Source: an optimization exercise on an open RTL-to-GDS flow (aim: small area, a short achievable clock period and few clock cycles). Production flows keep margins and buffers that such runs may drop.
RTL that was checked went through simulation tests only; none was proved equivalent to the original.
Only the layout flow was run in run 6; the RTL was not checked for function there.
Power is estimated from default activity; no workload was simulated.

==> design.v <==
module bfi_decoder (
    input  wire         clk,
    input  wire         rst,
    input  wire         req_valid,
    output wire         req_ready,
    input  wire [7:0]   req_cmd,
    input  wire [15:0]  req_len,
    input  wire [39:0]  req_fields,
    input  wire [4:0]   req_p,
    input  wire [127:0] req_widths,
    input  wire [15:0]  req_n,
    input  wire [63:0]  req_ts,
    output wire         mem_req,
    output wire [15:0]  mem_addr,
    input  wire         mem_gnt,
    input  wire [7:0]   mem_rdata,
    output wire         ang_valid,
    input  wire         ang_ready,
    output wire [15:0]  ang_data,
    output reg          resp_valid,
    output wire [3:0]   resp_status,
    output wire [63:0]  resp_data,
    output wire [4:0]   resp_p,
    output wire [15:0]  resp_n,
    output wire [127:0] resp_widths,
    output wire [5:0]   resp_dtn,
    output wire [23:0]  err_required,
    output wire [18:0]  err_available,
    output wire [7:0]   err_given,
    output wire [3:0]   err_allowed
);
    localparam I_IDLE = 0;
    localparam I_HDR  = 1;    
    localparam I_LOOK = 2;    
    localparam I_SCAN = 3;    
    localparam I_MUL  = 4;    
    localparam I_CMP  = 5;    
    localparam I_STRM = 6;    
    localparam [6:0] S_IDLE = 7'b0000001;
    localparam [6:0] S_HDR  = 7'b0000010;
    localparam [6:0] S_LOOK = 7'b0000100;
    localparam [6:0] S_SCAN = 7'b0001000;
    localparam [6:0] S_MUL  = 7'b0010000;
    localparam [6:0] S_CMP  = 7'b0100000;
    localparam [6:0] S_STRM = 7'b1000000;
    reg [6:0]  state;
    wire idle   = state[I_IDLE];
    wire s_hdr  = state[I_HDR];
    wire s_look = state[I_LOOK];
    wire s_scan = state[I_SCAN];
    wire s_mul  = state[I_MUL];
    wire s_cmp  = state[I_CMP];
    wire s_strm = state[I_STRM];
    wire s_pre  = s_mul || s_cmp;
    reg        pv;           
    reg        d_bw, d_hdr, d_res, d_ext, d_frm, d_short;
    reg [1:0]  d_arg;
    reg [1:0]  d_bwop;       
    wire [3:0] c_op  = req_cmd[3:0];
    wire [1:0] c_arg = req_cmd[5:4];
    wire       c_rsv = (req_cmd[7:6] == 2'b00);
    wire       c_low = (c_op == 4'd1) || (c_op == 4'd2) || (c_op == 4'd3);
    wire       c_hi  = (c_arg == 2'b00) && c_rsv;
    wire accept = idle && pv;
    wire done;
    wire dec_en = idle || done;
    assign req_ready = accept;
    always @(posedge clk) begin
        if (dec_en) begin
            d_bw    <= c_rsv && c_low;
            d_hdr   <= c_hi && (c_op == 4'd4);
            d_res   <= c_hi && (c_op == 4'd5);
            d_ext   <= c_hi && (c_op == 4'd6);
            d_frm   <= c_hi && (c_op == 4'd7);
            d_short <= (req_len[15:3] == 13'd0) && (req_len[2:0] < 3'd5);
            d_arg   <= c_arg;
            d_bwop  <= c_op[1:0];
        end
    end
    reg [63:0] data;         
    reg [63:0] wd;           
    reg [4:0]  pp;           
    reg [15:0] nn;           
    reg [5:0]  dtn;
    reg [15:0] lim;          
    reg [23:0] rem;          
    reg [7:0]  given;
    reg [3:0]  status;
    reg [3:0]  fi;           
    reg [31:0] win;          
    reg [5:0]  off;          
    reg        fl;           
    reg        hb4;          
    reg [15:0] ptr;          
    reg        big;          
    reg        av;
    reg [8:0]  ad;
    reg [3:0]  wc;           
    reg        room_r, need_r, pf_r;
    assign resp_status  = status;
    assign resp_data    = data;
    assign resp_p       = pp;
    assign resp_n       = nn;
    assign resp_dtn     = dtn;
    assign err_required = rem;
    assign err_given    = given;
    genvar gi;
    generate
        for (gi = 0; gi < 16; gi = gi + 1) begin : g_rw
            assign resp_widths[8*gi +: 8] = {4'd0, wd[4*gi +: 4]};
        end
    endgenerate
    assign err_available = {lim, 3'b000};
    wire   st2 = status[1] && !status[0];       
    assign err_allowed   = {st2, 2'b00, st2};
    assign ang_valid = av;
    assign ang_data  = {7'd0, ad};
    assign mem_addr  = ptr;
    wire [2:0] f_nc  = win[18:16];
    wire [2:0] f_nr  = win[21:19];
    wire [1:0] f_bw  = win[23:22];
    wire       f_grp = win[24];
    wire       f_cb  = win[25];
    wire [1:0] f_ft  = win[27:26];
    reg        lk_ok;
    reg [3:0]  lk_phi, lk_psi;
    reg [4:0]  lk_p;
    reg [11:0] lk_sym;
    reg [15:0] lk_n;
    reg [7:0]  lk_sum;
    reg [47:0] lk_w;
    reg [3:0]  lk_half;
    integer k;
    always @(*) begin
        case ({f_cb, f_ft[0]})
            2'b00:   begin lk_phi = 4'd4; lk_psi = 4'd2; lk_half = 4'd3; end
            2'b01:   begin lk_phi = 4'd7; lk_psi = 4'd5; lk_half = 4'd6; end
            2'b10:   begin lk_phi = 4'd6; lk_psi = 4'd4; lk_half = 4'd5; end
            default: begin lk_phi = 4'd9; lk_psi = 4'd7; lk_half = 4'd8; end
        endcase
        lk_ok  = !f_ft[1];
        lk_p   = 5'd0;
        lk_sym = 12'd0;
        case ({f_nr, f_nc})
            {3'd1, 3'd0},
            {3'd1, 3'd2}: begin lk_p = 5'd2;  lk_sym = 12'b000000000010; end
            {3'd2, 3'd0}: begin lk_p = 5'd4;  lk_sym = 12'b000000001100; end
            {3'd2, 3'd1},
            {3'd2, 3'd2}: begin lk_p = 5'd6;  lk_sym = 12'b000000101100; end
            {3'd3, 3'd0}: begin lk_p = 5'd6;  lk_sym = 12'b000000111000; end
            {3'd3, 3'd1}: begin lk_p = 5'd10; lk_sym = 12'b001100111000; end
            {3'd3, 3'd2},
            {3'd3, 3'd3}: begin lk_p = 5'd12; lk_sym = 12'b101100111000; end
            default:      lk_ok = 1'b0;
        endcase
        case ({f_grp, f_bw})
            3'b000: lk_n = 16'd64;
            3'b001: lk_n = 16'd122;
            3'b010: lk_n = 16'd250;
            3'b011: lk_n = 16'd500;
            3'b100: lk_n = 16'd50;
            3'b101: lk_n = 16'd32;
            3'b110: lk_n = 16'd64;
            default: lk_n = 16'd160;
        endcase
        lk_sum = lk_p * lk_half;
        lk_w = 48'd0;
        for (k = 0; k < 12; k = k + 1)
            if (k < lk_p)
                lk_w[4*k +: 4] = lk_sym[k] ? lk_psi : lk_phi;
    end
    wire [3:0]  wm     = wd[4*fi +: 4];                  
    wire [3:0]  hi     = fi[0] ? data[7:4] : data[3:0];
    wire        bad    = (hi != 4'd0) || (wm == 4'd0) || (wm > 4'd9);
    wire        last_f = ({1'b0, fi} + 5'd1 == pp) || (fi == 4'd15);
    wire [3:0]  nxt    = last_f ? 4'd0 : fi + 4'd1;
    wire        cap    = fl && !hb4 && (s_pre || s_strm);
    wire [6:0]  off_w  = {1'b0, off} + {3'd0, wc};
    wire        fits   = (off_w <= 7'd32);
    wire        more   = (rem != 24'd0);
    wire        take   = !av || ang_ready;
    wire        can    = s_strm && more && fits;
    wire        produce = can && take;
    assign      done   = s_strm && !more && take;
    wire [31:0] shv    = win >> off[4:0];
    wire [8:0]  mask   = (9'd1 << wc) - 9'd1;
    wire [8:0]  fval   = shv[8:0] & mask;
    wire [5:0]  off_c  = cap ? off - 6'd8 : off;
    wire [5:0]  off_cw = cap ? off + {2'd0, wc} - 6'd8 : off + {2'd0, wc};
    wire [5:0]  u      = (6'd32 - off) + (cap ? 6'd8 : 6'd0);
    wire [5:0]  uw     = u - {2'd0, wc};
    wire        mreq;
    wire        g      = mreq && mem_gnt;
    wire        room_g1 = can ? (uw <= 6'd16) : (u <= 6'd16);
    wire        room_g0 = can ? (uw <= 6'd24) : (u <= 6'd24);
    wire        room_n = g ? (take ? room_g1 : (u <= 6'd16))
                           : (take ? room_g0 : (u <= 6'd24));
    wire        rem_hi = (rem[23:6] != 18'd0);
    wire        need_n = g ? (rem_hi || (rem[5:0] > u + 6'd8))
                           : (rem_hi || (rem[5:0] > u));
    wire        pf_n   = g ? (u < 6'd8) : (u < 6'd16);
    wire [15:0] lim_m7 = (lim >= 16'd7) ? lim - 16'd7 : 16'd0;
    wire [16:0] macc   = {1'b0, rem[23:8]} + (rem[0] ? {1'b0, nn} : 17'd0);
    wire        t_big  = (rem > {5'd0, lim, 3'b000});
    wire [7:0]  sacc   = rem[7:0] + {4'd0, wm};           
    wire        b4q    = d_frm && (ptr[3:0] == 4'd4);    
    wire        hq     = d_hdr ? (ptr[2:0] != 3'd5) : (ptr[2:0] != 3'd4);
    assign mreq = (s_hdr && hq) || (s_pre && (b4q || (room_r && (big || pf_r)))) ||
                  (s_strm && room_r && need_r);
    assign mem_req = mreq;
    reg [63:0] himap;
    reg [63:0] lomap;
    integer m;
    always @(*) begin
        for (m = 0; m < 16; m = m + 1) begin
            himap[4*m +: 4] = req_widths[8*m+4 +: 4];
            lomap[4*m +: 4] = req_widths[8*m +: 4];
        end
    end
    wire [63:0] bwc = ((d_bwop == 2'd1) ? {62'd0, d_arg} : 64'd0) |
                      ((d_bwop == 2'd2) ? (64'd20 << d_arg) : 64'd0) |
                      ((d_bwop == 2'd3) ? (64'd20000000 << d_arg) : 64'd0);
    always @(posedge clk) begin
        pv     <= req_valid && !accept && dec_en;
        fl     <= g;
        hb4    <= s_pre && b4q && mem_gnt;
        room_r <= room_n;
        need_r <= need_n;
        pf_r   <= pf_n;
        if (g) begin
            if (d_frm && ptr[15:3] == 13'd0 && ptr[2:0] == 3'd1)
                ptr <= 16'd3;
            else if (d_frm && ptr[15:3] == 13'd0 && ptr[2:0] == 3'd4)
                ptr <= 16'd7;
            else
                ptr <= ptr + 16'd1;
        end
        if (cap)
            win <= {mem_rdata, win[31:8]};
        if (av && ang_ready)
            av <= 1'b0;
        if (hb4)
            dtn[5:2] <= mem_rdata[3:0];
        if (accept || (s_hdr && d_frm && ptr[2:0] == 3'd4))
            off <= 6'd32;
        else
            off <= produce ? off_cw : off_c;
        case (1'b1)
        idle: begin
            if (accept) begin
                resp_valid <= 1'b0;
                data   <= (d_frm && !d_short) ? req_ts :
                          d_ext ? himap :
                          d_bw ? bwc : 64'd0;
                wd     <= d_ext ? lomap : 64'd0;
                pp     <= d_ext ? req_p : 5'd0;
                nn     <= d_ext ? req_n : 16'd0;
                dtn    <= 6'd0;
                lim    <= (d_hdr || d_frm || d_ext) ? req_len : 16'd0;
                rem    <= ((d_hdr || d_frm) && d_short) ? 24'd40 : 24'd0;
                given  <= 8'd0;
                fi     <= 4'd0;
                ptr    <= 16'd0;
                if (d_res)
                    win[31:16] <= req_fields[15:0];
                if (d_bw) begin
                    status     <= 4'd0;
                    resp_valid <= 1'b1;
                end else if (d_hdr || d_frm) begin
                    if (d_short) begin
                        status     <= 4'd1;
                        resp_valid <= 1'b1;
                    end else begin
                        status <= 4'd0;
                        state  <= S_HDR;
                    end
                end else if (d_res) begin
                    status <= 4'd0;
                    state  <= S_LOOK;
                end else if (d_ext) begin
                    status <= 4'd0;
                    state  <= S_SCAN;
                end else begin
                    status     <= 4'd15;
                    resp_valid <= 1'b1;
                end
            end
        end
        s_hdr: begin
            if (fl) begin
                if (d_hdr)
                    data[39:0] <= {mem_rdata, data[39:8]};
                else if (ptr[2:0] == 3'd1 || ptr[2:0] == 3'd3)
                    win <= {mem_rdata, win[31:8]};
                else if (ptr[2:0] == 3'd4)
                    dtn[1:0] <= mem_rdata[7:6];
            end
            if (d_hdr) begin
                if (fl && ptr[2:0] == 3'd5) begin
                    lim        <= 16'd0;
                    resp_valid <= 1'b1;
                    state      <= S_IDLE;
                end
            end else if (ptr[2:0] == 3'd4) begin
                fi  <= 4'd0;
                big <= (lim_m7[15:2] != 14'd0);
                if (!lk_ok) begin
                    status     <= 4'd4;
                    data       <= 64'd0;
                    dtn        <= 6'd0;
                    lim        <= 16'd0;
                    resp_valid <= 1'b1;
                    state      <= S_IDLE;
                end else if (lim_m7[15:1] == 15'd0) begin
                    status     <= 4'd1;
                    rem        <= 24'd16;
                    lim        <= lim_m7;
                    data       <= 64'd0;
                    dtn        <= 6'd0;
                    resp_valid <= 1'b1;
                    state      <= S_IDLE;
                end else begin
                    pp    <= lk_p;
                    nn    <= lk_n;
                    wd    <= {16'd0, lk_w};
                    rem   <= {16'd0, lk_sum};
                    lim   <= lim_m7;
                    state <= S_MUL;
                end
            end
        end
        s_look: begin
            if (lk_ok) begin
                pp <= lk_p;
                nn <= lk_n;
                wd <= {16'd0, lk_w};
            end else begin
                status <= 4'd4;
            end
            resp_valid <= 1'b1;
            state      <= S_IDLE;
        end
        s_scan: begin
            big <= (lim[15:2] != 14'd0);
            if (pp != 5'd0 && bad) begin
                status     <= 4'd2;
                given      <= {hi, wm};
                rem        <= 24'd0;
                pp         <= 5'd0;
                nn         <= 16'd0;
                wd         <= 64'd0;
                data       <= 64'd0;
                lim        <= 16'd0;
                resp_valid <= 1'b1;
                state      <= S_IDLE;
            end else if (pp == 5'd0 || last_f) begin
                if (lim[15:1] == 15'd0) begin
                    status     <= 4'd1;
                    rem        <= 24'd16;
                    pp         <= 5'd0;
                    nn         <= 16'd0;
                    wd         <= 64'd0;
                    data       <= 64'd0;
                    resp_valid <= 1'b1;
                    state      <= S_IDLE;
                end else begin
                    if (pp != 5'd0)
                        rem[7:0] <= sacc;
                    data  <= 64'd0;
                    fi    <= 4'd0;
                    state <= S_MUL;
                end
            end else begin
                rem[7:0] <= sacc;
                fi       <= fi + 4'd1;
                if (fi[0])
                    data <= {8'd0, data[63:8]};
            end
        end
        s_mul: begin
            rem <= {macc, rem[7:1]};
            fi  <= fi + 4'd1;
            if (fi[2:0] == 3'd7) begin
                fi    <= 4'd0;
                state <= S_CMP;
            end
        end
        s_cmp: begin
            if (b4q) begin
            end else if (t_big) begin
                status     <= 4'd1;
                pp         <= 5'd0;
                nn         <= 16'd0;
                wd         <= 64'd0;
                data       <= 64'd0;
                dtn        <= 6'd0;
                resp_valid <= 1'b1;
                state      <= S_IDLE;
            end else begin
                lim   <= 16'd0;
                wc    <= wm;
                fi    <= nxt;
                state <= S_STRM;
            end
        end
        s_strm: begin
            if (produce) begin
                ad  <= fval;
                av  <= 1'b1;
                rem <= rem - {20'd0, wc};
                wc  <= wm;
                fi  <= nxt;
            end
            if (done) begin
                wd         <= 64'd0;
                resp_valid <= 1'b1;
                state      <= S_IDLE;
            end
        end
        default: ;
        endcase
        if (rst) begin
            state      <= S_IDLE;
            resp_valid <= 1'b0;
            av         <= 1'b0;
            fl         <= 1'b0;
            hb4        <= 1'b0;
            pv         <= 1'b0;
        end
    end
endmodule
==> flow/run.sh <==
#!/bin/bash
# Standard ORFS layout, with timing repair aimed past the 15 ns clock:
# repair_timing keeps working until the setup slack reaches the margin.
set -euo pipefail
bash standard.sh SETUP_SLACK_MARGIN=${MARGIN:-11} finish > standard.log 2>&1
==> standard.sh <==
#!/bin/bash
# synth_recipe.tcl (not shown) runs the flow's synth.tcl, then flattens the netlist and writes it again
# the make line also repeats each setting of config.mk as NAME=value (left out here)
make -C /OpenROAD-flow-scripts/flow DESIGN_CONFIG=/design/flow/config.mk WORK_HOME=/design/flow/orfs CLKGATE_MAP_FILE= SYNTH_SCRIPT=/design/flow/synth_recipe.tcl "${@:-finish}"
==> config.mk <==
export PLATFORM = sky130hd
export DESIGN_NAME = bfi_decoder
export DESIGN_NICKNAME = bfi_decoder
export VERILOG_FILES = /design/flow/design.v
export SDC_FILE = /design/flow/constraint.sdc
export NUM_CORES = 4
export LEC_CHECK = 0
export CAP_MARGIN = 20
export CORE_MARGIN = 2
export CORE_UTILIZATION = 40
export SLEW_MARGIN = 20
==> constraint.sdc <==
create_clock -name core_clock -period 15.0 [get_ports {clk}]
set_input_delay 3.0000 -clock core_clock [delete_from_list [all_inputs] [get_ports {clk}]]
set_output_delay 3.0000 -clock core_clock [all_outputs]
set_load 0.01 [all_outputs]
==> results of run 1 <==
-- flip-flops by register name (all words and copies together), names as in the netlist, 2 cells and up --
register and count:
ad 9, d_arg 2, d_bwop 2, data 64, dtn 6, fi 4, given 8, lim 16
nn 16, off 6, pp 5, ptr 16, rem 24, state 7, status 4, wc 4
wd 64, win 32
-- power by group through the flow --
stage | combinational [W] | clock (W) | sequential (W)
5_1_grt | 0.000637 | 0.00100 | 0.00104
3_3_place_gp | 0.000497 | 0 | 0.00107
3_5_place_dp | 0.000501 | 0 | 0.00107
4_1_cts | 0.000565 | 0.000973 | 0.00103
6_report | 0.000596 | 0.000963 | 0.00104
2_1_floorplan | 0.000267 | 0 | 0.00104
-- kinds of logic (layout without fill, tap and decap cells) --
| group | after synthesis | after routing |
|---|---|---|
| DFF | 304 | 304 |
| and+or+nand+nor | 679 | 680 |
| xor gates and xnor gates | 93 | 93 |
| buffers and inverters | 305 | 929 |
| AOI/OAI and AO/OA | 538 | 538 |
| adders and majority gates | 100 | 100 |
| muxes | 108 | 108 |
| other | 1 | 80 |
-- Yosys cell counts, types with 24 or more instances --
| master | instances |
|---|---|
| buf_4 | 80 |
| edfxtp_1 | 231 |
| nand2_1 | 193 |
| nand3_1 | 60 |
| mux2i_1 | 44 |
| xnor2_1 | 48 |
| mux2_2 | 24 |
| a21o_1 | 32 |
| o21ai_0 | 140 |
| inv_1 | 91 |
| a211oi_1 | 28 |
| nor3_1 | 44 |
| clkbuf_1 | 98 |
| a221o_1 | 33 |
| a21oi_1 | 136 |
| dfxtp_1 | 73 |
| mux4_2 | 40 |
| and3_1 | 66 |
| nor2_1 | 157 |
| nor2b_1 | 24 |
| and2_1 | 27 |
| ha_1 | 92 |
| xor2_1 | 45 |
-- repair_timing --
item,in CTS,in global routing
hold buffers,0,0
cloned,8,0
setup buffers,165,59
resized for setup,1159,70
pin swaps,14,8
endpoints found under the setup margin,526,458
-- worst max-delay path, stage by stage (launching register included) --
cell and delay, ps:
dfxtp_4 350, clkinv_4 50, ha_4 130, nand4b_1 220
a21o_1 270, nand3_2 110, buf_6 120
-- area by class of cell --
| class | instances | area (µm²) |
|---|---|---|
| flip-flops and latches | 304 | 8480 |
| repair buffers | 762 | 6670 |
| multi-input cells | 1595 | 11300 |
| fillers | 4666 | 22100 |
| clock inverters | 17 | 165 |
| diodes | 4 | 10.0 |
| well taps | 680 | 851 |
| clock buffers | 55 | 1130 |
| inverters | 95 | 389 |
-- worst paths after layout --
check	depth (start not counted)	end	slack, ps
max	6	mem_req	10180
max reg2reg	13	wd[46]	11100
min reg2reg	1	resp_valid	500
min	1	resp_valid	500
-- metal layers --
layer  part of all wire  wire [µm]  global-route usage
met1               0.41      35000               0.390
met2               0.48      41800               0.533
met3              0.076       6550              0.0703
met4              0.035       3050               0.102
met5            0.00040         35                   0
-- stage by stage --
step / util / worst slack (ps) / std cells / instance area, µm² / hold WS [ps]
floorplan: - / 9830 / 2203 / 21000 / 453
global placement: 0.509 / 9220 / 3203 / 26000 / 469
detailed placement: 0.510 / 9240 / 3203 / 26000 / 481
CTS: 0.553 / 10180 / 3448 / 28300 / 493
global route: 0.568 / 10140 / 3510 / 29000 / 511
finish: 0.568 / 10180 / 3512 / 29000 / 503
==> impl_metrics.csv, run 1 <==
group,metric,value,unit
timing,slew_viol_final,0,
place,portBuffers,503,
pwr,p_comb_frac,0.229,
layout,final_cell_mix,"260 x clkdlybuf4s50_1, 233 x buf_4, 231 x edfxtp_1",
timing,period_share,0.321,
route,via_per_inst,5.70,
critical_path,r2r-start,"fi[0]",
synth,synthArstFlopShare,0,
route,dr.pass1.iters,7,
pwr,vdd_drop_max,0.0667,mV
worst_hold_path,hold_class,"flop to flop",
floorplanning,ioPinCount,604,
clocking,cts_sinks,304,
layout,final_common_cell,"clkdlybuf4s50_1",
floorplanning,die_w,231,µm
place,dp_hpwl,62200,µm
pwr,power_switching,0.000770,W
layout,final_layout_size_suffix_gt1_frac,0.261,
clocking,cts_tree,"done",
synth,synth.top_cell.area_share,0.338,
pwr,p_int,0.00183,W
critical_path,critPathRequiredTime,12000,ps
timing,post-route-min-period,4820,ps
synth,yosysWarningCount,1,
synth,synth_seq_cells,304,
synth,synth_compound_area_frac,0.176,
critical_path,path_class,"flop to output pin",
synth,synthTopCellsByArea,"edfxtp_1 34%, dfxtp_1 7.1%, ha_1 5.6%",
critical_path,cp-start-kind,"flop",
clocking,h-tree-depth,2,
timing,clock_skew,15.6,ps
clocking,clk_latency,560,ps
pwr,clock_power_share,0.371,
synth,synth-xor-area-share,0.0396,
job,maxCapViolCount,0,
synth,ys.flop_type,"edfxtp_1",
critical_path,end_kind,"output pin",
floorplanning,coreArea,51100,µm²
worst_hold_path,hp-start,"resp_valid",
timing,setup-violations-final,0,
clocking,cts_made_buffers,39,
route,num_vias,20025,
timing,rsz0062_at_grt,"yes",
synth,yosys.area_share.simple,0.162,
route,route.detailed.drc,0,
grt,grt_remaining_overflow,0,
outcome,status,"timing/DRC/antenna clean",
pwr,power.density,89.5,nW/µm²
synth,synth_edf_count,231,
layout,final_nets,3186,
synth,synthAdderAreaFrac,0.0633,
grt,track_usage,0.312,
grt,grt_pass1_vias,19487,
clocking,clk_pin_slew,60,ps
synth,synth_cells,2128,
floorplanning,dieArea,53200,µm²
place,place.gp.congestion,0.915,
floorplanning,die_height,231,µm
synth,yosys.area.top_type,"edfxtp_1",
clocking,cts-root-buf,"clkbuf_16",
critical_path,worstPathArrival,1820,ps
timing,slew_headroom,0.292,
timing,max_freq,0.207,GHz
route,wire_per_inst,24.6,µm
synth,synth_top_family_by_area,"compound AO/OA/AOI/OAI gates",
floorplanning,start_util,0.402,
synth,synth_area,20600,µm²
synth,muxShareOfSynthArea,0.0784,
timing,hold_viol,0,
synth,syn_area_per_cell,9.66,µm²
grt,antenna_found_initial,7,
grt,grt_max_degree,86,
pwr,seq_power_share,0.400,
layout,syn2layout_area_growth,41.2,%
critical_path,crit_path_start,"ptr[1]",
pwr,finalPower,0.00260,W
floorplanning,rows,83,
clocking,clockBufferDepth,3,
critical_path,crit_fanout,3,
route,drt_iter0_drc,1806,
pwr,p_leak,12.1,nW
synth,synth-seq-area-share,0.409,
synth,ys_types,88,
route,ant_nets,0,
timing,worst_slew_pin_slew,1060,ps
timing,tns,0,ps
route,routed_wl,86500,µm
pwr,switching_share,0.297,
grt,grt_pass1_wl,125000,µm
Testbench counts, summed over its fixed seeds: cycles 66,096.
==> run 2: changes to the inputs <==
==> run.sh (new file) <==
#!/bin/bash
# synth_recipe.tcl (not shown) runs the flow's synth.tcl, then flattens the netlist and writes it again
# the make line also repeats each setting of config.mk as NAME=value (left out here)
make -C /OpenROAD-flow-scripts/flow DESIGN_CONFIG=/design/flow/config.mk WORK_HOME=/design/flow/orfs CLKGATE_MAP_FILE= SYNTH_SCRIPT=/design/flow/synth_recipe.tcl finish
removed: flow/run.sh
removed: standard.sh
==> run 2 against run 1 <==
Compared with the run above: global-route usage is 2.6 points lower; core utilization fell by 3.8 points; die area is the same; cell count fell by 6.7%; critical path depth shrank 2; sequential share of layout area rose by 1.8 points; non-clock buffer count fell by 230; largest power group unchanged; highest routed layer unchanged.
==> impl_metrics.csv, run 2 <==
group,metric,value,unit
worst_hold_path,min_to,"win[0]",
synth,synthTopCellsByArea,"edfxtp_1 34%, dfxtp_1 7.1%, ha_1 5.6%",
place,post-place-cells,3205,
layout,final_layout_size_suffix_gt1_frac,0.0748,
critical_path,r2r-end,"data[44]",
floorplanning,start_util,0.402,
pwr,p_leak,10.5,nW
pwr,clock_power_share,0.371,
synth,synth-seq-area-share,0.409,
clocking,cts_sinks,304,
synth,yosysWarningCount,1,
critical_path,critPathRequiredTime,12000,ps
route,dr.pass1.iters,7,
pwr,power.density,91.4,nW/µm²
critical_path,worst-r2r-cell-count,10,
timing,setup-violations-final,0,
job,maxCapViolCount,0,
clocking,post_cts_buffers,0,
layout,final_cell_mix,"503 x clkdlybuf4s50_1, 231 x edfxtp_1, 193 x nand2_1",
worst_hold_path,hp-start,"win[0]",
layout,reg_top3,"data (64), wd (64), win (32)",
clocking,cts-root-buf,"clkbuf_16",
layout,final_nets,2953,
floorplanning,coreArea,51100,µm²
timing,clock_skew,26.6,ps
grt,grt_remaining_overflow,0,
layout,syn2layout_area_growth,31.8,%
timing,max_freq,0.172,GHz
synth,synth_edf_count,231,
pwr,seq_power_share,0.427,
layout,post-route-util,0.530,
grt,grt_pass1_vias,18110,
route,ant_nets,0,
worst_hold_path,hold_depth,1,
synth,ys.flop_type,"edfxtp_1",
synth,synth.top_cell.area_share,0.338,
critical_path,path_class,"flop to output pin",
critical_path,worstPathArrival,2830,ps
pwr,vdd_drop_max,0.0592,mV
route,drt_iter0_drc,1723,
grt,antenna_found_initial,3,
floorplanning,die_w,231,µm
synth,synth_cells,2128,
synth,synth_area,20600,µm²
clocking,ctsResizeCount,0,
synth,synth_seq_cells,304,
pwr,power_switching,0.000730,W
route,num_vias,18869,
clocking,postCtsHoldBufs,0,
critical_path,r2r_slack,10410,ps
layout,seqCellArea,8400,µm²
timing,tns,0,ps
critical_path,r2r-start,"lim[0]",
synth,synthArstFlopShare,0,
layout,stdcell_count,3275,
synth,syn_area_per_cell,9.66,µm²
pwr,switching_share,0.295,
synth,yosys.area.top_type,"edfxtp_1",
floorplanning,ioPinCount,604,
timing,period_share,0.388,
pwr,p_int,0.00175,W
grt,grt_pass1_wl,116000,µm
critical_path,crit_path_start,"state[0]",
timing,rsz0062_at_grt,"no",
synth,synth_most_common_cell,"edfxtp_1",
clocking,clockBufferDepth,3,
critical_path,crit_fanout,72,
place,portBuffers,503,
timing,post-route-min-period,5830,ps
layout,final_common_cell,"clkdlybuf4s50_1",
route,route.detailed.drc,0,
layout,fill_cells,4692,
timing,worst_slew_pin_slew,1090,ps
place,dp_hpwl,60800,µm
pwr,p_comb_frac,0.202,
grt,track_usage,0.286,
place,place.gp.congestion,0.910,
outcome,status,"timing/DRC/antenna clean",
worst_hold_path,hold_class,"flop to flop",
synth,ys_types,88,
critical_path,end_kind,"output pin",
route,via_per_inst,5.76,
synth,synth_common_cells,"231 x edfxtp_1, 193 x nand2_1, 157 x nor2_1",
route,routed_wl,78800,µm
critical_path,cp-start-kind,"flop",
route,wire_per_inst,24.1,µm
floorplanning,rows,83,
grt,grt_max_degree,73,
clocking,cts_made_buffers,37,
timing,hold_viol,0,
timing,slew_headroom,0.264,
floorplanning,die_height,231,µm
clocking,clk_pin_slew,60,ps
layout,multi_input_area,11000,µm²
floorplanning,dieArea,53200,µm²
timing,slew_viol_final,0,
clocking,h-tree-depth,2,
clocking,clk_latency,560,ps
clocking,cts_tree,"done",
-- run 2: cell count changes in the layout (fill, tap and decap cells not counted), sizes merged --
cell,delta
buf,-469
clkdlybuf4s50,+243
clkbuf,-6
dlygate4sd2,-3
inv,+2
bufinv,-1
clkinv,-1
diode,-1
nor3,-1
-- run 2: layer usage --
| metal | track usage | vias up | part of all wire |
|---|---|---|---|
| met2 | 0.491 | 824 | 0.49 |
| met4 | 0.0857 | 2 | 0.030 |
| met1 | 0.360 | 9282 | 0.40 |
| met3 | 0.0620 | 119 | 0.078 |
| li1 | - | 8642 | - |
| met5 | 0 | - | 0.00016 |
-- run 2: power by group through the flow --
stage               registers, W  logic (W)  clock network (W)
floorplan                0.00104   0.000262                  0
global placement         0.00107   0.000493                  0
detailed placement       0.00107   0.000497                  0
CTS                      0.00106   0.000499           0.000933
global route             0.00106   0.000539           0.000963
finish                   0.00106   0.000500           0.000919
-- run 2: final cells by class --
cell class | instances | share of cell area
multi-input cells | 1594 | 0.406
diodes | 3 | 0.000277
repair buffers | 532 | 0.194
clock buffers | 50 | 0.0396
flip-flops and latches | 304 | 0.310
well taps | 680 | 0.0314
clock inverters | 17 | 0.00499
inverters | 95 | 0.0132
-- run 2: logic make-up (layout without fill, tap and decap cells) --
| logic type | after synthesis | after routing | synth area share |
|---|---|---|---|
| and+or+nand+nor | 679 | 679 | 0.162 |
| AOI/OAI and AO/OA | 538 | 538 | 0.176 |
| buffers and inverters | 305 | 694 | 0.0725 |
| DFF | 304 | 304 | 0.409 |
| muxes | 108 | 108 | 0.0784 |
| adders and majority gates | 100 | 100 | 0.0633 |
| xor gates and xnor gates | 93 | 93 | 0.0396 |
| other | 1 | 79 | 0.000182 |
-- run 2: how the worst max path moves through the flow --
stage / to / slack (ps) / depth (start not counted)
final: req_ready / 9170 / 4
after CTS: req_ready / 9140 / 4
after floorplan: wd[0] / 7960 / 8
after global routing: req_ready / 9050 / 4
after global placement: wd[32] / 8990 / 10
after detailed placement: wd[48] / 8990 / 10
-- run 2: worst max-delay path: stages, from the launching register on --
cell	delay, ps
dfxtp_2	310
buf_4	590
nand2_1	350
inv_1	290
clkdlybuf4s50_1	700
-- run 2: per-stage QoR --
stage | setup WS, ps | instance area, µm² | total power [W] | hold slack (ps)
detailed placement | 8990 | 25900 | 0.00157 | 474
finish | 9170 | 27100 | 0.00248 | 489
CTS | 9140 | 27100 | 0.00249 | 490
floorplan | 7960 | 20800 | 0.00130 | 453
global route | 9050 | 27100 | 0.00257 | 511
global placement | 8990 | 25900 | 0.00156 | 474
==> run 3: changes to the inputs <==
--- a/design.v
+++ b/design.v
@@ -52,7 +52,7 @@
     wire s_cmp  = state[I_CMP];
     wire s_strm = state[I_STRM];
     wire s_pre  = s_mul || s_cmp;
-    reg        pv;           
+    reg        rdy;          
     reg        d_bw, d_hdr, d_res, d_ext, d_frm, d_short;
     reg [1:0]  d_arg;
     reg [1:0]  d_bwop;       
@@ -61,10 +61,11 @@
     wire       c_rsv = (req_cmd[7:6] == 2'b00);
     wire       c_low = (c_op == 4'd1) || (c_op == 4'd2) || (c_op == 4'd3);
     wire       c_hi  = (c_arg == 2'b00) && c_rsv;
-    wire accept = idle && pv;
+    wire accept = rdy;
     wire done;
-    wire dec_en = idle || done;
-    assign req_ready = accept;
+    wire more;
+    wire dec_en = idle || (s_strm && !more);
+    assign req_ready = rdy;
     always @(posedge clk) begin
         if (dec_en) begin
             d_bw    <= c_rsv && c_low;
@@ -97,6 +98,8 @@
     reg [8:0]  ad;
     reg [3:0]  wc;           
     reg        room_r, need_r, pf_r;
+    reg        mreq_r;       
+    reg        st2;          
     assign resp_status  = status;
     assign resp_data    = data;
     assign resp_p       = pp;
@@ -111,7 +114,6 @@
         end
     endgenerate
     assign err_available = {lim, 3'b000};
-    wire   st2 = status[1] && !status[0];       
     assign err_allowed   = {st2, 2'b00, st2};
     assign ang_valid = av;
     assign ang_data  = {7'd0, ad};
@@ -177,7 +179,7 @@
     wire        cap    = fl && !hb4 && (s_pre || s_strm);
     wire [6:0]  off_w  = {1'b0, off} + {3'd0, wc};
     wire        fits   = (off_w <= 7'd32);
-    wire        more   = (rem != 24'd0);
+    assign      more   = (rem != 24'd0);
     wire        take   = !av || ang_ready;
     wire        can    = s_strm && more && fits;
     wire        produce = can && take;
@@ -189,7 +191,7 @@
     wire [5:0]  off_cw = cap ? off + {2'd0, wc} - 6'd8 : off + {2'd0, wc};
     wire [5:0]  u      = (6'd32 - off) + (cap ? 6'd8 : 6'd0);
     wire [5:0]  uw     = u - {2'd0, wc};
-    wire        mreq;
+    wire        mreq   = mreq_r;
     wire        g      = mreq && mem_gnt;
     wire        room_g1 = can ? (uw <= 6'd16) : (u <= 6'd16);
     wire        room_g0 = can ? (uw <= 6'd24) : (u <= 6'd24);
@@ -204,10 +206,25 @@
     wire        t_big  = (rem > {5'd0, lim, 3'b000});
     wire [7:0]  sacc   = rem[7:0] + {4'd0, wm};           
     wire        b4q    = d_frm && (ptr[3:0] == 4'd4);    
-    wire        hq     = d_hdr ? (ptr[2:0] != 3'd5) : (ptr[2:0] != 3'd4);
-    assign mreq = (s_hdr && hq) || (s_pre && (b4q || (room_r && (big || pf_r)))) ||
-                  (s_strm && room_r && need_r);
-    assign mem_req = mreq;
+    wire [15:0] ptr_g  = (d_frm && ptr[15:3] == 13'd0 && ptr[2:0] == 3'd1) ? 16'd3 :
+                         (d_frm && ptr[15:3] == 13'd0 && ptr[2:0] == 3'd4) ? 16'd7 :
+                         ptr + 16'd1;
+    wire        hq_0   = d_hdr ? (ptr[2:0]   != 3'd5) : (ptr[2:0]   != 3'd4);
+    wire        hq_1   = d_hdr ? (ptr_g[2:0] != 3'd5) : (ptr_g[2:0] != 3'd4);
+    wire        hdr_end  = d_hdr ? (fl && ptr[2:0] == 3'd5) : (ptr[2:0] == 3'd4);
+    wire        plen_lt2 = (lim_m7[15:1] == 15'd0);
+    wire        to_mul_f = s_hdr && !d_hdr && (ptr[2:0] == 3'd4) && lk_ok && !plen_lt2;
+    wire        scan_end = (pp == 5'd0) || last_f;
+    wire        to_mul_x = s_scan && !(pp != 5'd0 && bad) && scan_end && (lim[15:1] != 15'd0);
+    wire        pre_keep = (b4q && !g) || (room_n && (big || pf_n));
+    wire        strm_rq  = room_n && need_n;
+    wire        mreq_n = (accept && (d_hdr || d_frm) && !d_short) ||
+                         (s_hdr && !hdr_end && (g ? hq_1 : hq_0)) ||
+                         to_mul_f || to_mul_x ||
+                         (s_mul && pre_keep) ||
+                         (s_cmp && (b4q ? pre_keep : (!t_big && strm_rq))) ||
+                         (s_strm && strm_rq);
+    assign mem_req = mreq_r;
     reg [63:0] himap;
     reg [63:0] lomap;
     integer m;
@@ -221,20 +238,15 @@
                       ((d_bwop == 2'd2) ? (64'd20 << d_arg) : 64'd0) |
                       ((d_bwop == 2'd3) ? (64'd20000000 << d_arg) : 64'd0);
     always @(posedge clk) begin
-        pv     <= req_valid && !accept && dec_en;
+        rdy    <= req_valid && ((idle && !rdy) || done);
+        mreq_r <= mreq_n;
         fl     <= g;
-        hb4    <= s_pre && b4q && mem_gnt;
+        hb4    <= s_pre && b4q && g;
         room_r <= room_n;
         need_r <= need_n;
         pf_r   <= pf_n;
-        if (g) begin
-            if (d_frm && ptr[15:3] == 13'd0 && ptr[2:0] == 3'd1)
-                ptr <= 16'd3;
-            else if (d_frm && ptr[15:3] == 13'd0 && ptr[2:0] == 3'd4)
-                ptr <= 16'd7;
-            else
-                ptr <= ptr + 16'd1;
-        end
+        if (g)
+            ptr <= ptr_g;
         if (cap)
             win <= {mem_rdata, win[31:8]};
         if (av && ang_ready)
@@ -249,6 +261,7 @@
         idle: begin
             if (accept) begin
                 resp_valid <= 1'b0;
+                st2    <= 1'b0;
                 data   <= (d_frm && !d_short) ? req_ts :
                           d_ext ? himap :
                           d_bw ? bwc : 64'd0;
@@ -344,6 +357,7 @@
             big <= (lim[15:2] != 14'd0);
             if (pp != 5'd0 && bad) begin
                 status     <= 4'd2;
+                st2        <= 1'b1;
                 given      <= {hi, wm};
                 rem        <= 24'd0;
                 pp         <= 5'd0;
@@ -411,8 +425,9 @@
                 wc  <= wm;
                 fi  <= nxt;
             end
+            if (!more)
+                wd <= 64'd0;
             if (done) begin
-                wd         <= 64'd0;
                 resp_valid <= 1'b1;
                 state      <= S_IDLE;
             end
@@ -425,7 +440,8 @@
             av         <= 1'b0;
             fl         <= 1'b0;
             hb4        <= 1'b0;
-            pv         <= 1'b0;
+            rdy        <= 1'b0;
+            mreq_r     <= 1'b0;
         end
     end
 endmodule
==> flow/run.sh (new file) <==
#!/bin/bash
# Standard ORFS layout, with timing repair aimed past the 15 ns clock:
# repair_timing keeps working until the setup slack reaches the margin.
set -euo pipefail
bash standard.sh SETUP_SLACK_MARGIN=${MARGIN:-11} finish > standard.log 2>&1
==> standard.sh (new file) <==
#!/bin/bash
# synth_recipe.tcl (not shown) runs the flow's synth.tcl, then flattens the netlist and writes it again
# the make line also repeats each setting of config.mk as NAME=value (left out here)
make -C /OpenROAD-flow-scripts/flow DESIGN_CONFIG=/design/flow/config.mk WORK_HOME=/design/flow/orfs CLKGATE_MAP_FILE= SYNTH_SCRIPT=/design/flow/synth_recipe.tcl "${@:-finish}"
removed: run.sh
==> run 3 against run 2 <==
Compared with the run above: count of clock-buffer cells in the layout is 3 higher; cell count up 8.3%; flip-flop and latch count fell by 1; die area increased by 0.73%; via count grew 7.7%; cell area rose by 6.3%; largest power group is now combinational cells.
==> impl_metrics.csv, run 3 <==
group,metric,value,unit
floorplanning,die_w,232,µm
grt,grt_pass1_vias,19334,
clocking,cts_made_buffers,38,
critical_path,path_class,"flop to output pin",
timing,slew_headroom,0.203,
pwr,power.density,179,nW/µm²
synth,ys.flop_type,"edfxtp_1",
synth,synth_common_cells,"232 x edfxtp_1, 230 x nand2_1, 183 x nor2_1",
route,via_per_inst,5.73,
critical_path,crit_family,"flip-flops",
critical_path,worst-r2r-cell-count,13,
job,maxCapViolCount,0,
critical_path,slowest_delay,510,ps
synth,synth_cells,2200,
synth,synthTopCellsByArea,"edfxtp_1 34%, dfxtp_1 6.9%, ha_1 5.6%",
clocking,cts-root-buf,"clkbuf_16",
critical_path,critPathRequiredTime,12000,ps
layout,syn2layout_area_growth,39.0,%
timing,tns,0,ps
layout,final_cell_mix,"256 x clkdlybuf4s50_1, 232 x edfxtp_1, 226 x nand2_1",
synth,synthArstFlopShare,0,
layout,reg_top3,"data (64), wd (64), win (32)",
route,routed_wl,84700,µm
worst_hold_path,hold_depth,2,
floorplanning,dieArea,53600,µm²
synth,synth_area,20700,µm²
timing,max_freq,0.236,GHz
grt,grt_remaining_overflow,0,
route,num_vias,20319,
timing,slew_viol_final,0,
clocking,clk_latency,550,ps
critical_path,crit_fanout,2,
critical_path,r2r-start,"state[5]",
critical_path,r2r_slack,11080,ps
grt,grt_pass1_wl,123000,µm
outcome,status,"timing/DRC/antenna clean",
timing,period_share,0.283,
layout,final_nets,3225,
clocking,clk_pin_slew,60,ps
route,dr.pass1.iters,7,
timing,setup-violations-final,0,
timing,worst_slew_pin_slew,1180,ps
worst_hold_path,min_to,"dtn[2]",
synth,syn_area_per_cell,9.41,µm²
clocking,h-tree-depth,2,
timing,worst_slack,10750,ps
floorplanning,start_util,0.404,
synth,synth_seq_cells,303,
pwr,p_leak,12.1,nW
grt,antenna_found_initial,7,
route,drt_iter0_drc,1817,
floorplanning,ioPinCount,604,
critical_path,end_kind,"output pin",
floorplanning,coreArea,51200,µm²
clocking,cts_sinks,303,
synth,yosys.area.top_type,"edfxtp_1",
critical_path,crit_chain,"buf_6",
critical_path,critPathSlowestCell,"edfxtp_1",
place,place.gp.congestion,0.951,
floorplanning,die_height,232,µm
worst_hold_path,hold_class,"flop to flop",
place,dp_hpwl,63000,µm
critical_path,cp-start-kind,"flop",
synth,synth.top_cell.area_share,0.336,
timing,rsz0062_at_grt,"yes",
route,ant_nets,0,
place,dp_slack,9790,ps
worst_hold_path,hp-start,"dtn[2]",
critical_path,r2r-end,"mreq_r",
floorplanning,rows,83,
synth,ys_types,92,
layout,final_layout_size_suffix_gt1_frac,0.243,
critical_path,cp_num_buf_inv,1,
route,route.detailed.drc,0,
synth,synth-seq-area-share,0.405,
synth,synth_most_common_cell,"edfxtp_1",
clocking,clockBufferDepth,3,
clocking,cts_tree,"done",
route,wire_per_inst,23.9,µm
synth,yosysWarningCount,1,
grt,grt_max_degree,100,
synth,synth_edf_count,232,
critical_path,worstPathArrival,1250,ps
timing,post-route-min-period,4250,ps
place,portBuffers,503,
grt,track_usage,0.304,
pwr,vdd_drop_max,0.0837,mV
layout,final_common_cell,"clkdlybuf4s50_1",
timing,hold_viol,0,
timing,clock_skew,10.7,ps
[run 3: cell count changes in the layout (fill, tap and decap cells not counted), moves of 10 or more]
cell,before,now
dfxtp_4,0,19
a211oi_1,27,16
nor2_1,155,179
mux2i_1,44,30
dfxtp_1,72,39
mux4_2,40,26
buf_4,29,218
nand2_1,193,226
dfxtp_2,1,13
buf_6,0,96
buf_2,0,145
a21oi_1,136,149
mux4_1,0,10
clkdlybuf4s50_1,503,256
[run 3: timing repair]
action                      CTS  global route
setup endpoints to repair   509           403
hold buffers                  0             0
gates cloned                  2             0
pin swaps                     9             6
gates resized for setup    1158            59
buffers inserted            151            50
[run 3: routing by layer]
layer	vias up	track usage	wire length [µm]
met1	9961	0.383	33700
met2	923	0.524	41600
met4	4	0.0931	2650
met5	-	0	24
li1	9289	-	-
met3	142	0.0591	6730
[run 3: cells by family after synthesis]
logic type,share of synthesized area
adder cells (fa/ha/maj),0.0624
other,0.000181
buffers and inverters,0.0714
multiplexers,0.0689
AND/OR/NAND/NOR,0.176
XOR/XNOR,0.0368
AO/OA/AOI/OAI,0.180
flip-flops,0.405
[run 3: worst max path at each step]
stage,start,end,cells past startpoint
6_report,data[28],resp_data[28],1
5_1_grt,wd[47],resp_widths[91],1
4_1_cts,data[28],resp_data[28],1
3_5_place_dp,ang_ready,rem[17],6
3_3_place_gp,ang_ready,rem[17],6
2_1_floorplan,fi[0],wd[0],10
[run 3: cell type report]
type / instances / area (µm²)
fill: 4604 / 22400
clock buffer: 53 / 1110
tap: 680 / 851
antenna: 5 / 12.5
multi-input combinational: 1665 / 11500
clock inverter: 13 / 144
sequential: 303 / 8480
inverter: 96 / 368
timing repair buffer: 732 / 6280
[run 3: where the power goes]
group,internal (W),switching (W),leakage [nW]
clock network,0.000568,0.000369,0.622
logic,0.00112,0.00150,8.60
registers,0.00130,0.000277,2.86
total,0.00299,0.00215,12.1
[run 3: through the flow]
step                total power, W  instances  hold slack [ps]   util  instance area (µm²)
global route               0.00538       3545              530  0.562                28800
floorplan                  0.00283       2275              453      -                21200
finish                     0.00514       3547              500  0.562                28800
CTS                        0.00500       3491              502  0.550                28100
global placement           0.00389       3272              483  0.511                26200
detailed placement         0.00392       3272              490  0.512                26200
Testbench counts of run 3, summed over its fixed seeds: cycles 66,096.
==> run 4: changes to the inputs <==
==> flow/run.sh (replaced) <==
#!/bin/bash
# Standard ORFS layout, with two changes to how it is made:
#  - the I/O ports are buffered with buf_1 (then resized by repair) instead of
#    the default delay-buffer cell;
#  - timing repair keeps working until the setup slack reaches the margin, past
#    the 15 ns clock.
set -euo pipefail
bash standard.sh "BUFFER_PORTS_ARGS=-buffer_cell sky130_fd_sc_hd__buf_1" \
    SETUP_SLACK_MARGIN=${MARGIN:-11} finish > standard.log 2>&1
--- a/config.mk
+++ b/config.mk
@@ -8,4 +8,5 @@
 export CAP_MARGIN = 20
 export CORE_MARGIN = 2
 export CORE_UTILIZATION = 40
+export CTS_BUF_LIST = sky130_fd_sc_hd__clkbuf_4 sky130_fd_sc_hd__clkbuf_8
 export SLEW_MARGIN = 20
==> run 4 against run 3 <==
Compared with the run above: still clean on timing, DRC and antenna; worst hold slack got worse by 4.9 ps; core utilization fell by 3.6 points; total power fell by 2.8%; critical path depth rose by 1; sequential share of layout area rose by 2.0 points; die area did not move; via count rose by 1.8%; clock skew rose by 40 ps; global-route usage fell by 0.76 points; cell count rose by 1.5%; combinational power fell by 3%; area after synthesis did not move; largest cell class unchanged.
==> impl_metrics.csv, run 4 <==
group,metric,value,unit
synth,ys_types,92,
grt,track_usage,0.296,
floorplanning,die_height,232,µm
synth,synth_seq_cells,303,
timing,whs,495,ps
pwr,vdd_drop_max,0.0758,mV
synth,synth_area,20700,µm²
place,portBuffers,503,
grt,grt_remaining_overflow,0,
pwr,finalPower,0.00499,W
timing,max_freq,0.230,GHz
route,dr.pass1.iters,6,
clocking,clockBufferDepth,3,
timing,tns,0,ps
layout,final_layout_size_suffix_gt1_frac,0.244,
timing,slew_headroom,0.246,
clocking,h-tree-depth,2,
floorplanning,ioPinCount,604,
clocking,cts_made_buffers,57,
synth,synth_common_cells,"232 x edfxtp_1, 230 x nand2_1, 183 x nor2_1",
synth,synth_most_common_cell,"edfxtp_1",
floorplanning,start_util,0.404,
synth,synth.top_cell.area_share,0.336,
route,drt_iter0_drc,1692,
synth,syn_area_per_cell,9.41,µm²
place,place.gp.congestion,0.949,
pwr,switching_share,0.436,
pwr,p_int,0.00281,W
clocking,cts_tree,"done",
clocking,clk_pin_slew,70,ps
synth,yosysWarningCount,1,
synth,ys.flop_type,"edfxtp_1",
timing,hold_viol,0,
layout,final_cell_mix,"293 x buf_1, 233 x buf_4, 232 x edfxtp_1",
timing,worst_slew_pin_slew,1120,ps
grt,antenna_found_initial,5,
pwr,p_leak,11.3,nW
outcome,status,"timing/DRC/antenna clean",
synth,synthTopCellsByArea,"edfxtp_1 34%, dfxtp_1 6.9%, ha_1 5.6%",
synth,synthArstFlopShare,0,
layout,post-route-util,0.526,
synth,synth_cells,2200,
critical_path,critPathSlowestCell,"edfxtp_1",
synth,yosys.area.top_type,"edfxtp_1",
grt,grt_max_degree,100,
synth,synth_edf_count,232,
clocking,postCtsHoldBufs,0,
timing,period_share,0.290,
timing,post-route-min-period,4350,ps
timing,clock_skew,50.2,ps
grt,grt_pass1_wl,120000,µm
timing,slew_viol_final,0,
critical_path,critPathRequiredTime,12000,ps
route,ant_nets,0,
clocking,clk_latency,690,ps
synth,synth-seq-area-share,0.405,
place,dp_hpwl,61100,µm
floorplanning,coreArea,51200,µm²
grt,grt_pass1_vias,19677,
clocking,cts-root-buf,"clkbuf_8",
job,maxCapViolCount,0,
route,num_vias,20692,
route,routed_wl,83000,µm
pwr,p_comb_frac,0.513,
floorplanning,dieArea,53600,µm²
worst_hold_path,hold_class,"flop to flop",
critical_path,end_kind,"output pin",
floorplanning,die_w,232,µm
layout,reg_top3,"data (64), wd (64), win (32)",
layout,final_common_cell,"buf_1",
critical_path,slowest_delay,420,ps
route,via_per_inst,5.75,
floorplanning,rows,83,
critical_path,path_class,"flop to output pin",
layout,final_nets,3260,
timing,rsz0062_at_grt,"yes",
layout,syn2layout_area_growth,30.0,%
pwr,power_switching,0.00218,W
pwr,power.density,185,nW/µm²
critical_path,crit_fanout,2,
route,route.detailed.drc,0,
route,wire_per_inst,23.0,µm
pwr,clock_power_share,0.173,
critical_path,worstPathArrival,1350,ps
timing,setup-violations-final,0,
critical_path,cp-start-kind,"flop",
critical_path,crit_chain,"buf_8 -> buf_6",
pwr,seq_power_share,0.314,
clocking,cts_sinks,303,
==> run 4: cell counts after synthesis <==
No cell type changed its count.
==> run 4: final timing paths <==
check | start | end | slack (ps) | cells after the start
max | rem[0] | err_required[0] | 10650 | 2
min | dtn[2] | dtn[2] | 490 | 2
max reg2reg | fi[0] | wd[29] | 11080 | 11
min reg2reg | dtn[2] | dtn[2] | 490 | 2
==> run 4: metrics by stage <==
step,setup WS [ps],area (µm²),instances
6_report,10650,26900,3601
5_1_grt,10610,26900,3600
4_1_cts,10630,26100,3535
3_5_place_dp,10070,23100,3277
3_3_place_gp,9770,23100,3276
2_1_floorplan,10080,21200,2275
==> run 4: cell families (layout without fill, tap and decap cells) <==
group,count (synthesis),in the layout,synth area share
adders and majority gates,99,99,0.0624
buffers and inverters,307,949,0.0714
DFF,303,303,0.405
other,1,79,0.000181
xor gates and xnor gates,87,87,0.0368
and+or+nand+nor,753,754,0.176
AOI/OAI and AO/OA,560,560,0.180
muxes,90,90,0.0689
==> run 4: final cells by class <==
class,count,area [µm²]
Clock inverter,37,293
Inverter,96,368
Timing Repair Buffer,747,4530
Multi-Input combinational cell,1666,11500
Antenna cell,3,7.51
Sequential cell,303,8470
Clock buffer,69,887
Tap cell,680,851
Fill cell,4832,24300
==> run 4: worst max-delay path: cells and delay by family, from the launching register on <==
family | cells | cell delay (ps)
buf+inv | 2 | 270
flops | 1 | 420
==> run 4: timing repair <==
item,4_1_cts,5_1_grt
pin swaps,2,6
resized for setup,245,165
endpoints found under the setup margin,489,394
gates cloned,1,2
buffers inserted,151,61
==> run 4: power groups by stage <==
stage          registers, W  logic, W  clock network [W]
2_1_floorplan       0.00159   0.00125                  0
3_3_place_gp        0.00167   0.00191                  0
3_5_place_dp        0.00168   0.00194                  0
4_1_cts             0.00156   0.00237           0.000874
5_1_grt             0.00159   0.00274           0.000909
6_report            0.00157   0.00256           0.000862
==> run 4: routing by layer <==
metal	vias to the layer above	share of wire	wire length, µm	GRT usage
li1	9374	-	-	-
met1	10093	0.40	33400	0.379
met2	1042	0.48	40100	0.501
met3	179	0.076	6320	0.0492
met4	4	0.038	3140	0.110
met5	-	0.00028	23	0
==> run 5: changes to the inputs <==
--- a/config.mk
+++ b/config.mk
@@ -8,5 +8,4 @@
 export CAP_MARGIN = 20
 export CORE_MARGIN = 2
 export CORE_UTILIZATION = 40
-export CTS_BUF_LIST = sky130_fd_sc_hd__clkbuf_4 sky130_fd_sc_hd__clkbuf_8
 export SLEW_MARGIN = 20
==> run 5 against run 4 <==
Compared with the run above: core utilization increased by 0.32 points; critical path depth unchanged; worst hold slack improved by 0.67 ps; area after synthesis unchanged; clock power increased by 13%; non-clock buffer count increased by 10; critical endpoint unchanged.
==> impl_metrics.csv, run 5 <==
group,metric,value,unit
timing,max_freq,0.235,GHz
clocking,cts_tree,"done",
place,dp_hpwl,61100,µm
floorplanning,rows,83,
critical_path,worstPathArrival,1250,ps
place,portBuffers,503,
critical_path,end_kind,"output pin",
route,via_per_inst,5.74,
timing,slew_viol_final,0,
layout,final_common_cell,"buf_1",
route,dr.pass1.iters,8,
floorplanning,die_height,232,µm
timing,tns,0,ps
timing,setup-violations-final,0,
critical_path,cp-start-kind,"flop",
timing,clock_skew,24.1,ps
synth,syn_area_per_cell,9.41,µm²
place,place.gp.congestion,0.949,
clocking,cts_sinks,303,
route,drt_iter0_drc,1825,
grt,met1_usage,0.380,
synth,synth_area,20700,µm²
synth,synthArstFlopShare,0,
synth,yosysWarningCount,1,
grt,grt_pass1_vias,19524,
grt,met3_usage,0.0471,
grt,grt_remaining_overflow,0,
layout,fill_cells,4779,
layout,seqCellArea,8470,µm²
timing,period_share,0.283,
floorplanning,ioPinCount,604,
floorplanning,dieArea,53600,µm²
timing,worst_slew_pin_slew,1100,ps
pwr,power.density,188,nW/µm²
synth,synth.top_cell.area_share,0.336,
grt,grt_busiest_layer,"met2",
clocking,clockBufferDepth,3,
layout,final_cell_mix,"293 x buf_1, 244 x buf_4, 232 x edfxtp_1",
timing,post-route-min-period,4250,ps
layout,final_layout_size_suffix_gt1_frac,0.238,
grt,grt_pass1_wl,121000,µm
floorplanning,start_util,0.404,
synth,yosys.area.top_type,"edfxtp_1",
layout,syn2layout_area_growth,30.8,%
synth,synth-seq-area-share,0.405,
clocking,h-tree-depth,2,
layout,multi_input_area,11500,µm²
route,wire_per_inst,23.2,µm
clocking,cts_made_buffers,38,
job,maxCapViolCount,0,
timing,hold_viol,0,
critical_path,critPathRequiredTime,12000,ps
layout,reg_top3,"data (64), wd (64), win (32)",
pwr,vdd_drop_max,0.0866,mV
critical_path,r2r_slack,11100,ps
timing,slew_headroom,0.257,
timing,worst_slack,10750,ps
pwr,p_leak,11.3,nW
synth,synth_common_cells,"232 x edfxtp_1, 230 x nand2_1, 183 x nor2_1",
clocking,clk_latency,570,ps
synth,synth_edf_count,232,
route,route.detailed.drc,0,
clocking,clk_pin_slew,60,ps
clocking,cts-root-buf,"clkbuf_16",
place,dp_slack,10070,ps
outcome,status,"timing/DRC/antenna clean",
route,num_vias,20515,
worst_hold_path,hold_class,"flop to flop",
timing,rsz0062_at_grt,"yes",
grt,antenna_found_initial,4,
grt,track_usage,0.297,
grt,grt_max_degree,100,
critical_path,crit_fanout,2,
floorplanning,coreArea,51200,µm²
layout,final_nets,3250,
synth,synthTopCellsByArea,"edfxtp_1 34%, dfxtp_1 6.9%, ha_1 5.6%",
route,ant_nets,0,
route,routed_wl,82800,µm
synth,synth_cells,2200,
floorplanning,die_w,232,µm
grt,use_met2,0.501,
clocking,postCtsHoldBufs,0,
synth,ys.flop_type,"edfxtp_1",
synth,synth_seq_cells,303,
synth,ys_types,92,
critical_path,path_class,"flop to output pin",
synth,synth_most_common_cell,"edfxtp_1",
==> run 5: what timing repair did <==
item                                    CTS  global route
resized for setup                       244           164
pin swaps                                 3             6
endpoints found under the setup margin  490           442
hold endpoints to repair                  0             0
gates cloned                              1             1
buffers inserted                        153            69
==> run 5: per-layer routing <==
layer | part of all wire | routed length [µm]
met3 | 0.075 | 6210
met5 | 0.00030 | 25
met4 | 0.039 | 3190
met1 | 0.40 | 33500
met2 | 0.48 | 39900
==> run 5: where the power goes <==
| group | switching, W | internal, W |
|---|---|---|
| Sequential | 0.000268 | 0.00130 |
| Combinational | 0.00151 | 0.00105 |
| Clock | 0.000391 | 0.000587 |
| Total | 0.00216 | 0.00293 |
==> run 5: cell type report <==
type	instances	share of cell area
Inverter	96	0.0137
Sequential cell	303	0.313
Multi-Input combinational cell	1665	0.425
Antenna cell	2	0.000185
Tap cell	680	0.0314
Clock buffer	51	0.0392
Timing Repair Buffer	757	0.169
Clock inverter	19	0.00873
==> run 5: cells by family (layout without fill, tap and decap cells) <==
group	count (synthesis)	count (layout)	synth area share
fa+ha+maj	99	99	0.0624
flops	303	303	0.405
xor+xnor	87	87	0.0368
compound gates	560	560	0.180
buf+inv	307	923	0.0714
other cells	1	78	0.000181
simple gates	753	753	0.176
mux	90	90	0.0689
==> run 5: per-stage QoR <==
step / cells / util / total power [W] / hold slack, ps / instance area, µm²
2_1_floorplan: 2275 / - / 0.00283 / 453 / 21200
3_3_place_gp: 3276 / 0.451 / 0.00359 / 481 / 23100
3_5_place_dp: 3277 / 0.451 / 0.00362 / 472 / 23100
4_1_cts: 3501 / 0.512 / 0.00492 / 494 / 26200
5_1_grt: 3572 / 0.529 / 0.00534 / 523 / 27100
6_report: 3573 / 0.529 / 0.00510 / 496 / 27100
==> run 5: worst paths after layout <==
| check | start | endpoint | cells past startpoint |
|---|---|---|---|
| max | rem[0] | err_required[0] | 2 |
| min | dtn[2] | dtn[2] | 2 |
| max reg2reg | lim[1] | wd[8] | 12 |
| min reg2reg | dtn[2] | dtn[2] | 2 |
==> run 5: critical path, cell delays in order, from the launching register on <==
cell and delay (ps):
edfxtp_1 420, buf_8 160, buf_6 110
==> run 6: changes to the inputs <==
--- a/design.v
+++ b/design.v
@@ -189,22 +189,27 @@
     wire [8:0]  fval   = shv[8:0] & mask;
     wire [5:0]  off_c  = cap ? off - 6'd8 : off;
     wire [5:0]  off_cw = cap ? off + {2'd0, wc} - 6'd8 : off + {2'd0, wc};
-    wire [5:0]  u      = (6'd32 - off) + (cap ? 6'd8 : 6'd0);
-    wire [5:0]  uw     = u - {2'd0, wc};
     wire        mreq   = mreq_r;
     wire        g      = mreq && mem_gnt;
-    wire        room_g1 = can ? (uw <= 6'd16) : (u <= 6'd16);
-    wire        room_g0 = can ? (uw <= 6'd24) : (u <= 6'd24);
-    wire        room_n = g ? (take ? room_g1 : (u <= 6'd16))
-                           : (take ? room_g0 : (u <= 6'd24));
+    wire        c16    = off_c[5] || off_c[4];               
+    wire        c8     = c16 || off_c[3];                    
+    wire        w16    = off_cw[5] || off_cw[4];
+    wire        w8     = w16 || off_cw[3];
+    wire        room_g1 = can ? w16 : c16;
+    wire        room_g0 = can ? w8 : c8;
+    wire        room_n = g ? (take ? room_g1 : c16)
+                           : (take ? room_g0 : c8);
     wire        rem_hi = (rem[23:6] != 18'd0);
-    wire        need_n = g ? (rem_hi || (rem[5:0] > u + 6'd8))
-                           : (rem_hi || (rem[5:0] > u));
-    wire        pf_n   = g ? (u < 6'd8) : (u < 6'd16);
+    wire [6:0]  rs     = {1'b0, rem[5:0]} + {1'b0, off_c};   
+    wire        need_n = rem_hi || (g ? (rs > 7'd40) : (rs > 7'd32));
+    wire        pf_n   = g ? (off_c > 6'd24) : (off_c > 6'd16);
     wire [15:0] lim_m7 = (lim >= 16'd7) ? lim - 16'd7 : 16'd0;
-    wire [16:0] macc   = {1'b0, rem[23:8]} + (rem[0] ? {1'b0, nn} : 17'd0);
-    wire        t_big  = (rem > {5'd0, lim, 3'b000});
-    wire [7:0]  sacc   = rem[7:0] + {4'd0, wm};           
+    wire [23:0] ad_y   = s_mul  ? {(rem[0] ? nn : 16'd0), 8'd0} :
+                         s_strm ? {20'hfffff, ~wc} :
+                         s_cmp  ? ~{5'd0, lim, 3'b000} :
+                                  {20'd0, wm};
+    wire [24:0] ad_s   = {1'b0, rem} + {1'b0, ad_y} + {24'd0, s_strm};
+    wire        t_big  = ad_s[24];
     wire        b4q    = d_frm && (ptr[3:0] == 4'd4);    
     wire [15:0] ptr_g  = (d_frm && ptr[15:3] == 13'd0 && ptr[2:0] == 3'd1) ? 16'd3 :
                          (d_frm && ptr[15:3] == 13'd0 && ptr[2:0] == 3'd4) ? 16'd7 :
@@ -379,20 +384,20 @@
                     state      <= S_IDLE;
                 end else begin
                     if (pp != 5'd0)
-                        rem[7:0] <= sacc;
+                        rem <= ad_s[23:0];
                     data  <= 64'd0;
                     fi    <= 4'd0;
                     state <= S_MUL;
                 end
             end else begin
-                rem[7:0] <= sacc;
+                rem      <= ad_s[23:0];
                 fi       <= fi + 4'd1;
                 if (fi[0])
                     data <= {8'd0, data[63:8]};
             end
         end
         s_mul: begin
-            rem <= {macc, rem[7:1]};
+            rem <= {ad_s[24:8], rem[7:1]};
             fi  <= fi + 4'd1;
             if (fi[2:0] == 3'd7) begin
                 fi    <= 4'd0;
@@ -421,7 +426,7 @@
             if (produce) begin
                 ad  <= fval;
                 av  <= 1'b1;
-                rem <= rem - {20'd0, wc};
+                rem <= ad_s[23:0];
                 wc  <= wm;
                 fi  <= nxt;
             end
==> run 6 against run 5 <==
Compared with the run above: synthesized cell count fell by 4.2%; via count fell by 0.55%; clock skew fell by 9.9 ps; routed wire length rose by 3.2%; register-to-register slack got worse by 640 ps; highest routed layer is now met4.
==> impl_metrics.csv, run 6 <==
group,metric,value,unit
outcome,status,"timing/DRC/antenna clean",
floorplanning,ioPinCount,604,
synth,synthArstFlopShare,0,
route,dr_wl_met3,7230,µm
grt,grt_pass1_wl,123000,µm
synth,synth_area,20100,µm²
timing,hold_viol,0,
clocking,cts_made_buffers,37,
route,routed_wl,85500,µm
place,place.gp.congestion,0.950,
floorplanning,die_height,228,µm
pwr,clock_power_share,0.363,
critical_path,r2r-start,"fi[0]",
pwr,p_int,0.00171,W
clocking,h-tree-depth,2,
clocking,clockBufferDepth,3,
place,dp_slack,9740,ps
grt,antenna_found_initial,4,
pwr,power.density,91.8,nW/µm²
route,drt_iter0_drc,2267,
layout,seqCellArea,8460,µm²
route,via_per_inst,5.84,
synth,ys_types,95,
timing,post-route-min-period,4540,ps
worst_hold_path,hp-start,"win[17]",
timing,max_freq,0.220,GHz
route,num_vias,20402,
timing,slew_headroom,0.200,
route,wl_met1,32700,µm
critical_path,path_class,"flop to flop",
clocking,cts_tree,"done",
floorplanning,start_util,0.403,
layout,final_common_cell,"buf_1",
grt,grt_pass1_vias,19522,
timing,worst_slack,10460,ps
grt,grt_remaining_overflow,0,
timing,worst_slew_pin_slew,1190,ps
timing,setup-violations-final,0,
critical_path,worstPathArrival,4840,ps
timing,slew_viol_final,0,
route,wl_met2,40900,µm
route,topRoutingLayerUsed,"met4",
critical_path,critPathRequiredTime,15300,ps
critical_path,crit_path_start,"fi[0]",
timing,rsz0062_at_grt,"yes",
pwr,seq_power_share,0.419,
timing,clock_skew,14.2,ps
clocking,cts_sinks,303,
route,route.detailed.drc,0,
synth,yosysWarningCount,1,
grt,track_usage,0.313,
synth,synthTopCellsByArea,"edfxtp_1 35%, dfxtp_1 7.1%, o21ai_0 4.5%",
place,dp_hpwl,60500,µm
synth,synth_edf_count,232,
synth,synth_cells,2107,
clocking,cts-root-buf,"clkbuf_16",
synth,synth_common_cells,"235 x nand2_1, 232 x edfxtp_1, 179 x o21ai_0",
layout,fill_cells,4619,
grt,grt_max_degree,71,
place,portBuffers,503,
floorplanning,coreArea,49900,µm²
layout,syn2layout_area_growth,33.6,%
timing,whs,476,ps
route,wire_per_inst,24.5,µm
layout,multi_input_area,11300,µm²
clocking,clk_pin_slew,60,ps
critical_path,cp-start-kind,"flop",
pwr,switching_share,0.307,
pwr,power_switching,0.000756,W
clocking,postCtsHoldBufs,0,
synth,synth_seq_cells,303,
route,dr.pass1.iters,6,
layout,reg_top3,"data (64), wd (64), win (32)",
synth,syn_area_per_cell,9.53,µm²
layout,final_layout_size_suffix_gt1_frac,0.257,
layout,final_cell_mix,"303 x buf_1, 234 x nand2_1, 232 x edfxtp_1",
job,maxCapViolCount,0,
floorplanning,rows,82,
synth,synth_most_common_cell,"nand2_1",
worst_hold_path,hold_class,"flop to flop",
pwr,p_leak,10.9,nW
layout,final_nets,3153,
floorplanning,die_w,228,µm
route,ant_nets,0,
synth,synth.top_cell.area_share,0.347,
pwr,p_comb_frac,0.218,
critical_path,end_kind,"flop",
clocking,clk_latency,560,ps
pwr,vdd_drop_max,0.0679,mV
critical_path,crit_fanout,8,
timing,period_share,0.303,
floorplanning,dieArea,52000,µm²
synth,yosys.area.top_type,"edfxtp_1",
timing,tns,0,ps
synth,ys.flop_type,"edfxtp_1",
synth,synth-seq-area-share,0.418,
[run 6: cell types whose count changed after synthesis, moves of 18 or more]
cell,change
a221o_1,-18
ha_1,-28
inv_1,-18
mux2i_1,+20
nor2_1,-28
o21ai_0,+37
o21ai_1,+23
xor2_1,-20
[run 6: cell families after synthesis]
| family | after synthesis | synth area share |
|---|---|---|
| mux | 114 | 0.0836 |
| buf+inv | 286 | 0.0734 |
| xor+xnor | 64 | 0.0293 |
| flops | 303 | 0.418 |
| compound gates | 605 | 0.193 |
| simple gates | 663 | 0.156 |
| fa+ha+maj | 71 | 0.0464 |
| other cells | 1 | 0.000187 |
[run 6: cell type report]
type,count,share of cell area
clock buffer,52,0.0401
sequential,303,0.315
multi-input combinational,1613,0.421
inverter,78,0.0109
tap,672,0.0313
antenna,4,0.000373
clock inverter,12,0.00368
timing repair buffer,760,0.177
[run 6: repair_timing]
item,in CTS,in global routing
pin swaps,35,26
endpoints found under the setup margin,479,514
cloned,24,0
gates resized for setup,296,160
buffers inserted,183,44
[run 6: metal layers]
| metal | vias up | global-route usage |
|---|---|---|
| met2 | 1229 | 0.521 |
| met4 | 0 | 0.153 |
| met5 | - | 0 |
| met3 | 210 | 0.0533 |
| li1 | 9130 | - |
| met1 | 9833 | 0.394 |
[run 6: final timing paths]
check                 end  slack, ps  cells past startpoint
setup / recovery    wd[9]      10460                     16
setup reg to reg    wd[9]      10460                     16
hold reg to reg   win[17]        480                      2
hold / removal    win[17]        480                      2
[run 6: stage by stage]
stage | utilization | power (W) | std cells | instance area (µm²)
after floorplan | - | 0.00128 | 2182 | 20600
after global placement | 0.447 | 0.00145 | 3173 | 22300
after detailed placement | 0.447 | 0.00146 | 3173 | 22300
after CTS | 0.524 | 0.00243 | 3444 | 26100
after global routing | 0.538 | 0.00253 | 3492 | 26800
final | 0.538 | 0.00246 | 3494 | 26800
[run 6: power groups by stage]
| stage | registers (W) | logic (W) | clock network (W) |
|---|---|---|---|
| 2_1_floorplan | 0.00104 | 0.000244 | 0 |
| 3_3_place_gp | 0.00106 | 0.000387 | 0 |
| 4_1_cts | 0.00103 | 0.000503 | 0.000904 |
| 3_5_place_dp | 0.00106 | 0.000392 | 0 |
| 5_1_grt | 0.00103 | 0.000569 | 0.000928 |
| 6_report | 0.00103 | 0.000536 | 0.000895 |
[run 6: critical path, stage by stage, from the launching register on]
cell,delay (ps)
edfxtp_1,440
buf_12,180
mux4_2,540
mux4_2,620
o31ai_4,240
fa_2,270
fa_2,220
nand2b_4,130
a21oi_2,70
o211a_1,250
o2111ai_2,230
a21oi_4,130
buf_4,170
o21ai_4,180
buf_6,140
nand2_4,80
o211a_4,360

Check on run 6: ideal ports give 10.456 ns setup slack; a clkbuf_16 on the clock port and buf_2 on the inputs give 10.456 ns; moving port delays by the midpoint clock arrival (0.611 ns) as well gives 10.229 ns.
